This design comes from an exercise in tuning for small area, a short achievable clock period and few clock cycles per item on the open sky130 flow, not from production work.
The RTL was checked by simulation tests, not by an equivalence proof against the original design.

==> inputs of run K <==
==> flow/design.v (excerpt) <==
module hamming_codec (
    input  wire         clk,
    input  wire         rst,         
    input  wire         in_valid,
    output wire         in_ready,
    input  wire         in_op,       
    input  wire [3:0]   in_r,        
    input  wire [254:0] in_word,
    output reg          out_valid,
    input  wire         out_ready,
    output wire [254:0] out_word,
    output reg          out_err      
);
Settings: LEC_CHECK=0, CAP_MARGIN=20, CORE_MARGIN=2, CORE_UTILIZATION=55, PLACE_DENSITY=0.8, SETUP_SLACK_MARGIN=4.0, SLEW_MARGIN=20; clock period 8.0 ns.
standard.sh (not shown) runs the stock make flow with config.mk's settings and CLKGATE_MAP_FILE= SYNTH_SCRIPT=/design/flow/synth_recipe.tcl, a recipe that flattens the netlist after the stock synthesis.
==> flow/flow/run.sh <==
#!/bin/bash
# The standard layout, with every port buffered by the smallest plain buffer
# (sky130_fd_sc_hd__buf_1) instead of the default delay-cell buffer; timing
# repair resizes the ones on critical paths.
set -e
export BUFFER_PORTS_ARGS="-buffer_cell sky130_fd_sc_hd__buf_1"
bash standard.sh > standard.log 2>&1
==> run D (differences from run K) <==
Settings changed: CORE_UTILIZATION 55 to 45, PLACE_DENSITY 0.8 to 0.7, SETUP_SLACK_MARGIN 4.0 to 3.5.
==> comparison table <==
metric                                                                run K          run D
Status                                               stopped before the end  no timing/DRC/antenna violations
Stage where the flow stopped                                 global routing              -
Total setup buffers inserted after CTS                                  126             26
Initial cell density of the core                                      55.7%          45.4%
Pre-CTS WS                                                          2590 ps        1990 ps
GP Congestion                                                          1.12           1.06
Post-CTS resize count                                                   688             90
Net count after synthesis                                              2499           2499
Die Span Y                                                      207 microns    229 microns
Die outline width                                               207 microns    229 microns
Number of cells after detailed placement                               3173           3321
Post-Synth XOR/XNOR Area                                              44.1%          44.1%
Placed cell areas                                               25100 sq um    25200 sq um
Sum of net half-perimeters after detailed placement           87700 microns  95500 microns
Placement Rows                                                           74             82
Post-synthesis mux area share                                       0.0441%        0.0441%
Testbench counts of run K, summed over its fixed seeds: cycles 12,008, items 12,000.
Testbench counts of run D, summed over its fixed seeds: cycles 12,008, items 12,000.

* * *

==> run a <==
hamming_codec, a different RTL version from the one above (not shown whole).
==> flow/design.v (excerpt) <==
module hamming_codec (
    input  wire         clk,
    input  wire         rst,         
    input  wire         in_valid,
    output wire         in_ready,
    input  wire         in_op,       
    input  wire [3:0]   in_r,        
    input  wire [254:0] in_word,
    output reg          out_valid,
    input  wire         out_ready,
    output wire [254:0] out_word,
    output reg          out_err      
);
    wire dec = in_op;
    reg  [8:2] sel;                  
    always @(*) begin
        sel = 7'd0;
        case (in_r)
            4'd2: sel[2] = 1'b1;
            4'd3: sel[3] = 1'b1;
            4'd4: sel[4] = 1'b1;
            4'd5: sel[5] = 1'b1;
            4'd6: sel[6] = 1'b1;
            4'd7: sel[7] = 1'b1;
            4'd8: sel[8] = 1'b1;
            default: ;
        endcase
    end
    wire bad_r = ~|sel;
    wire [1:0] p2;
    wire [2:0] p3;
    wire [3:0] p4;
    wire [4:0] p5;
    wire [5:0] p6;
    wire [6:0] p7;
    wire [7:0] p8;
    assign p2[1] = ^(in_word & 255'h1);
    assign p2[0] = ^(in_word & 255'h1);
    assign p3[2] = ^(in_word & 255'h7);
    assign p3[1] = ^(in_word & 255'hb);
    assign p3[0] = ^(in_word & 255'hd);
    assign p4[3] = ^(in_word & 255'hef);
    assign p4[2] = ^(in_word & 255'h337);
    assign p4[1] = ^(in_word & 255'h55b);
    assign p4[0] = ^(in_word & 255'h69d);
    assign p5[4] = ^(in_word & 255'hf0fdf);
    assign p5[3] = ^(in_word & 255'h7171ef);
    assign p5[2] = ^(in_word & 255'h192b677);
    assign p5[1] = ^(in_word & 255'h2a4dabb);
    assign p5[0] = ^(in_word & 255'h348ed3d);
    assign p6[5] = ^(in_word & 255'h7c00ffc1ffbf);
    assign p6[4] = ^(in_word & 255'h7843f03de1fdf);
    assign p6[3] = ^(in_word & 255'h3889c71c6ee3ef);
    assign p6[2] = ^(in_word & 255'hc912d964b76cf7);
    assign p6[1] = ^(in_word & 255'h152236aa93bb57b);
    assign p6[0] = ^(in_word & 255'h1a443b4d23dda7d);
  ...
Settings: LEC_CHECK=0, ABC_CLOCK_PERIOD_IN_PS=3000, CAP_MARGIN=20, CORE_MARGIN=2, CORE_UTILIZATION=50, PLACE_DENSITY=0.65, SETUP_SLACK_MARGIN=4.0, SLEW_MARGIN=20; clock period 8.0 ns.
run.sh (not shown) runs the stock make flow with config.mk's settings and CLKGATE_MAP_FILE= SYNTH_SCRIPT=/design/flow/synth_recipe.tcl, a recipe that flattens the netlist after the stock synthesis.
Stock flow here: none of the scripts above is used.
==> run b (differences from run a) <==
--- a/flow/config.mk
+++ b/flow/config.mk
@@ -5,10 +5,10 @@
 export SDC_FILE = /design/flow/constraint.sdc
 export NUM_CORES = 4
 export LEC_CHECK = 0
-export ABC_CLOCK_PERIOD_IN_PS = 3000
+export ABC_CLOCK_PERIOD_IN_PS = 2500
 export CAP_MARGIN = 20
 export CORE_MARGIN = 2
 export CORE_UTILIZATION = 50
 export PLACE_DENSITY = 0.65
-export SETUP_SLACK_MARGIN = 4.0
+export SETUP_SLACK_MARGIN = 3.0
 export SLEW_MARGIN = 20
==> metrics.md <==
| Metric | Value |
|---|---|
| # resized after CTS | 55 |
| Postcts setup bufs | 33 |
| Reg2reg setup slack | ~4900 ps |
| Adder-cell share of the synthesized area | 0% |
| DP Area | just under 30000 sq um |
| Largest net degree at the start of global routing | 121 |
| Tot GR Track Use | 45.8% |
| Status | no timing/DRC/antenna violations |
| Aggregate global routing overflow | 0 |
| GPL Wtd Cong | 1.07 |
| Met3 global-route usage | 14.2% |
| Met2 Use GR | 67.6% |
| Placed Cells | roughly 3200 |
(the above is from run b)
==> metrics.md <==
| Metric | Value |
|---|---|
| Status | stopped before the end |
| Last stage | global routing (5_1_grt) |
| Run Error | [ERROR GRT-0232] Routing congestion too high. Check the congestion heatmap in the GUI. |
| Met2 Use GR | between 90% and 100% |
| Aggregate global routing overflow | 216 |
| Placed Cells | 3230 |
| Largest net degree at the start of global routing | 168 |
(the above is from run a)
Testbench counts of run a, summed over its fixed seeds: cycles 12,008, items 12,000.
Testbench counts of run b, summed over its fixed seeds: cycles 12,008, items 12,000.

## what the ideal ports hide
No port has a modelled driver above. Below, the same layouts with a new extraction and two added sets of constraints.
Step 1: set_driving_cell puts a clkbuf_16 on clk and a buf_2 on each other input, an assumption about the parent block.
Step 2 adds t to the input delays and takes it off the output delays; t is the mean of the earliest and latest rising clock arrival at the registers after step 1. Input paths then give back, and output paths get back, about the clock's delay inside the block.
Three values: no drivers, after step 1, after step 2; two values: the first two.
run	t, ns	setup WS [ns]	worst register clock-pin slew, ns
run D	0.638	3.403 / 3.349 / 2.801	0.07 / 0.07
run b	0.643	2.811 / 2.756 / 2.331	0.07 / 0.07
After both steps setup and hold are still met in every run listed. The setup slack of run D, which loses most, moves by -0.054 ns with the drivers and by -0.602 ns with both steps.
